Context: an optimization exercise on an open-source flow, tuned for small area. The choices shown serve that exercise and are no tape-out recipe. In this exercise RTL edits were held to simulation tests only and were not proved equivalent to the original. No activity file was given, so power comes from the tool's default toggle rates.

==> pepper: inputs <==
## vc8_core
module vc8_core (
    input  wire        clk,
    input  wire        rst,           
    output reg         mem_req,
    output reg         mem_we,
    output wire [18:0] mem_addr,
    output wire [7:0]  mem_wdata,
    input  wire [7:0]  mem_rdata,
    input  wire        mem_ready,
    input  wire [7:0]  in_key,
    input  wire [15:0] in_mouse_x,
    input  wire [15:0] in_mouse_y,
    input  wire [15:0] in_screen_w,
    input  wire [15:0] in_screen_h,
    output wire        in_take,
    output reg         fault,
    output reg  [3:0]  fault_code,
    output wire [20:0] fault_pc,
    output wire [7:0]  fault_opcode
);
export LEC_CHECK = 0
export CAP_MARGIN = 20
export CORE_MARGIN = 2
export CORE_UTILIZATION = 60
export PLACE_DENSITY = 0.75
export SLEW_MARGIN = 20
export BUFFER_PORTS_ARGS = -buffer_cell sky130_fd_sc_hd__buf_1
export CTS_ARGS = -sink_clustering_enable -repair_clock_nets -dont_use_dummy_load -buf_list sky130_fd_sc_hd__clkbuf_8 -sink_clustering_size 20 -sink_clustering_max_diameter 60
create_clock -name core_clock -period 10.0 [get_ports {clk}]
standard.sh (not shown) runs the stock make flow with config.mk's settings and CLKGATE_MAP_FILE= SYNTH_SCRIPT=/design/flow/synth_recipe.tcl, a recipe that flattens the netlist after the stock synthesis.
==> flow/flow/run.sh <==
#!/bin/bash
# The standard layout (standard.sh, unchanged synthesis), with two
# changes made through config.mk: the port buffers use the smallest buffer
# cell, and clock tree synthesis uses clkbuf_8 with larger sink clusters and
# no dummy loads. The full output of the layout goes to standard.log.
cat >> config.mk <<'EOF'
export BUFFER_PORTS_ARGS = -buffer_cell sky130_fd_sc_hd__buf_1
export CTS_ARGS = -sink_clustering_enable -repair_clock_nets -dont_use_dummy_load -buf_list sky130_fd_sc_hd__clkbuf_8 -sink_clustering_size 20 -sink_clustering_max_diameter 60
EOF
bash standard.sh > standard.log 2>&1
==> inputs of sierra, as changes to pepper <==
--- a/flow/design.v
+++ b/flow/design.v
@@ -48,13 +48,13 @@
     reg [19:0] ea;             
     reg [7:0]  th, tl, uh, ul;
     reg [2:0]  idx;
     reg [4:0]  cnt;
     reg [3:0]  stp;
     reg [1:0]  sub;
-    reg        flag;
+    reg        skip, flag;
     reg [4:0]  ph;             
     reg [3:0]  ft_n;
     reg [4:0]  cs_n;
     reg [7:0]  rf   [0:7];
     reg [15:0] ftid [0:7];
     reg [18:0] ar   [0:23];
@@ -83,13 +83,13 @@
         endcase
     endfunction
     function [10:0] uop(input [7:0] o, input [3:0] s);
         reg [10:0] u;
         begin
             u = {K_END, X_BYTE, 4'd1, 1'b0};
-            if (s != 4'd15) case (o)
+            case (o)
             8'h00: case (s)    
                 0: u = {K_I, X_BYTE, 4'd3, 1'b0};
                 1: u = {K_I, X_BYTE, 4'd0, 1'b1};
                 2: u = {K_W, X_CNT,  4'd0, 1'b0};
                 default: u = {K_END, X_BYTE, 4'd0, 1'b0}; endcase
             8'h01: case (s)    
@@ -292,15 +292,14 @@
     wire [8:0] ea_hi   = {1'b0, uh} + {8'd0, alu_s[8]};
     wire [19:0] ea_addr = {3'd0, ea_hi, alu_s[7:0]};
     wire [8:0]  mul_s  = {1'b0, th} + {1'b0, tl[0] ? ul : 8'd0};
     wire [16:0] dv_sh  = {ea[15:0], th[7]};
     wire [17:0] dv_df  = {1'b0, dv_sh} - {2'b00, uh, ul};
     wire        dv_ge  = !dv_df[17];
-    wire        jx     = cnt[4:3] != 2'b00 ? tl[7] : tl[cnt[2:0]];
-    wire        js     = pc[0] ^ jx ^ flag;
-    wire        jc     = (pc[0] & jx) | (pc[0] & flag) | (jx & flag);
+    wire        js     = pc[0] ^ tl[0] ^ flag;
+    wire        jc     = (pc[0] & tl[0]) | (pc[0] & flag) | (tl[0] & flag);
     wire rf_hit  = (ph[2:0] == idx);
     wire ft_slot = (ph[4:3] == 2'b10);
     wire ft_vld  = ft_slot && ({1'b0, ph[2:0]} < ft_n);
     wire ft_hit  = ft_vld && (ftid_tap == {th, tl});
     wire ft_ins  = ft_slot && !flag && !ft_hit && (ph[2:0] == ft_n[2:0]) && !ft_n[3];
     wire cs_slot = !ph[4] && (ph[3:0] == cs_n[3:0]) && !cs_n[4];
@@ -339,13 +338,13 @@
         rf_wd = th;
         ar_we = 1'b0;
         id_we = 1'b0;
         if (state == S_INIT) begin
             rf_we = 1'b1;
             rf_wd = 8'd0;
-        end else if (exec && !pend) begin
+        end else if (exec && !skip && !pend) begin
             case (kind)
             K_R: if (sub == 2'd1 && rf_hit && act == 4'd5) begin
                      rf_we = !(op[3] && op[1]) || carry;
                      rf_wd = alu_s[7:0];
                  end
             K_W: if (sub == 2'd1 && rf_hit) begin
@@ -400,28 +399,32 @@
                 state <= S_FETCH;
             end
             S_FETCH: begin
                 stp  <= 4'd0;
                 sub  <= 2'd0;
                 cnt  <= 5'd0;
+                skip <= 1'b0;
                 if (pc[20:19] != 2'b00) begin
                     op   <= 8'd0;
                     pend <= 1'b1;
                 end else if (rd_ok) begin
                     op    <= rb;
                     ea    <= ea_inc;
                     state <= S_EXEC;
                 end
             end
-            default: begin    
+            default: if (skip && kind != K_END) begin    
+                next_step;
+            end else begin
                 case (kind)
                 K_END: begin
                     if (stp == 4'd0 && (unsup || oob)) pend <= 1'b1;
                     else begin
                         state <= S_TAKE;
-                        case (act[2:0])
+                        if (skip) pc <= {1'b0, ea_inc};
+                        else case (act[2:0])
                             3'd1: pc <= {1'b0, ea_inc};
                             3'd2: pc <= 21'd65536;
                             3'd3: begin pc <= {1'b0, ea_inc}; carry <= 1'b0; end
                             3'd4: begin pc <= {1'b0, ea_inc}; carry <= 1'b1; end
                             default: ;
                         endcase
@@ -464,13 +467,13 @@
                         next_step;
                         if (kind == K_R) case (act)
                             4'd0: th <= rf_tap;
                             4'd1: tl <= rf_tap;
                             4'd2: uh <= rf_tap;
                             4'd3: ul <= rf_tap;
-                            4'd4: if ((rf_tap == 8'd0) == (op == 8'h05 || op == 8'h32 || op == 8'h37)) stp <= 4'd15;
+                            4'd4: skip <= (rf_tap == 8'd0) == (op == 8'h05 || op == 8'h32 || op == 8'h37);
                             4'd5: if (alu_cw) carry <= 1'b1;
                             4'd6: begin tl <= alu_s[7:0]; if (alu_s[8]) carry <= 1'b1; end
                             4'd7: begin th <= 8'd0; tl <= rf_tap; end
                             default: ea <= ea_addr;
                         endcase
                     end
@@ -588,12 +591,13 @@
                 endcase
                 K_JMP: case (sub)
                     2'd0: begin flag <= 1'b1; cnt <= 5'd0; sub <= 2'd1; end
                     default: begin
                         pc   <= {js, pc[20:1]};
                         flag <= jc;
+                        tl   <= {tl[7], tl[7:1]};
                         cnt  <= cnt + 5'd1;
                         if (cnt == 5'd20) next_step;
                     end
                 endcase
                 default: next_step;
                 endcase
@@ -603,13 +607,13 @@
     end
     always @(*) begin
         mem_req = 1'b0;
         mem_we  = 1'b0;
         if (!pend) case (state)
             S_FETCH: mem_req = 1'b1;
-            S_EXEC: case (kind)
+            S_EXEC: if (!skip) case (kind)
                 K_I: mem_req = 1'b1;
                 K_R, K_W: mem_req = (sub == 2'd0) && (xsrc == X_BYTE);
                 K_MRD: mem_req = 1'b1;
                 K_MWR: begin mem_req = 1'b1; mem_we = 1'b1; end
                 K_SCAN: mem_req = (sub == 2'd1);
                 default: ;
- CORE_UTILIZATION: 60 -> 40
- PLACE_DENSITY: 0.75 -> 0.6
==> inputs of tundra, as changes to pepper <==
==> flow/flow/run.sh (replaced) <==
#!/bin/bash
# The standard layout (standard.sh, unchanged synthesis), with changes
# made through config.mk: the port buffers use the smallest buffer cell,
# clock tree synthesis uses clkbuf_8 with larger sink clusters and no dummy
# loads, and after global routing gates off the critical paths are
# downsized (RECOVER_POWER). The layout's full output goes to standard.log.
cat >> config.mk <<'EOF'
export BUFFER_PORTS_ARGS = -buffer_cell sky130_fd_sc_hd__buf_1
export CTS_ARGS = -sink_clustering_enable -repair_clock_nets -dont_use_dummy_load -buf_list sky130_fd_sc_hd__clkbuf_8 -sink_clustering_size 20 -sink_clustering_max_diameter 60
export RECOVER_POWER = 100
EOF
bash standard.sh > standard.log 2>&1
- RECOVER_POWER: unset -> 100
==> notes.md <==
Average wire length per cell after detail routing: tundra 26.1 um; pepper 26.1 um; sierra 23.7 um
Count of vias placed by the detailed router: tundra 22200; pepper 22200; sierra 22000
Proportion of cell area spent on the clock network: tundra 2.29%; pepper 2.28%; sierra 2.36%
Syn Std Cell Area: tundra 29200 sq um; pepper 29200 sq um; sierra 29200 sq um
Unique cell type count in the Yosys netlist: tundra 114; pepper 114; sierra 102
Net count after synthesis: tundra 2894; pepper 2894; sierra 2923
Clock sinks: tundra 796; pepper 796; sierra 797
Worst-margin pin slew: tundra 3.21 ns; pepper 1.09 ns; sierra 1.19 ns
Mean Syn Cell Area: tundra 10.7 sq um; pepper 10.7 sq um; sierra 10.6 sq um
Total global-route track usage: tundra 35.1%; pepper 35.1%; sierra 23.8%
Final cell utilization of the core: tundra 63.9%; pepper 64.1%; sierra 43.3%
Comb_multi_in: tundra 1702; pepper 1702; sierra 1730
Final design area excluding fillers: tundra 30600 sq um; pepper 30800 sq um; sierra 31500 sq um
Clock group: tundra 1.37 mW; pepper 1.37 mW; sierra 1.38 mW
Most used cell, CP: tundra sky130_fd_sc_hd__o21ai_0; pepper -; sierra sky130_fd_sc_hd__buf_4
Pin count of the biggest net entering global routing: tundra 63; pepper 63; sierra 60
Number of synthesized register bits: tundra 796; pepper 796; sierra 797
Outcome: tundra finished with violations; pepper no timing/DRC/antenna violations; sierra no timing/DRC/antenna violations
Violated checks: tundra capacitance limit, slew limit; pepper -; sierra -
Die Outline Area: tundra 50500 sq um; pepper 50500 sq um; sierra 75300 sq um
Leakage power summed over all cells: tundra 11.7 nW; pepper 11.7 nW; sierra 11.9 nW
Max-cap violation count: tundra 7; pepper 0; sierra 0
Reg-to-reg critical path startpoint: tundra op[1]; pepper stp[1]; sierra op[1]
Sequential cell count: tundra 796; pepper 796; sierra 797
Overall Power: tundra 4.73 mW; pepper 4.73 mW; sierra 4.79 mW
Highest cell delay on the worst timing path: tundra 1.32 ns; pepper 0.83 ns; sierra 0.97 ns
Crit path buffers/inverters: tundra 5; pepper 2; sierra 4

==> afterwards: timing with drivers on the ports <==
The results above use ideal ports. As a check the final layouts listed here were re-extracted and re-timed, cells and wires unchanged.
Step 1: set_driving_cell puts a clkbuf_16 on clk and a buf_2 on each other input, an assumption about the parent block.
Step 2 adds t to the input delays and takes it off the output delays; t is the mean of the earliest and latest rising clock arrival at the registers after step 1. Input paths then give back, and output paths get back, about the clock's delay inside the block.
a / b / c = no drivers / after step 1 / after step 2; a / b = the first two.
| run | t (ns) | setup WS [ns] | worst slew at a driven data input, ns |
|---|---|---|---|
| pepper | 0.697 | 2.509 / 2.454 / 2.568 | 0.05 |
| sierra | 0.692 | 1.944 / 1.886 / 2.463 | 0.05 |
| tundra | 0.696 | 1.541 / 1.486 / 1.561 | 0.05 |
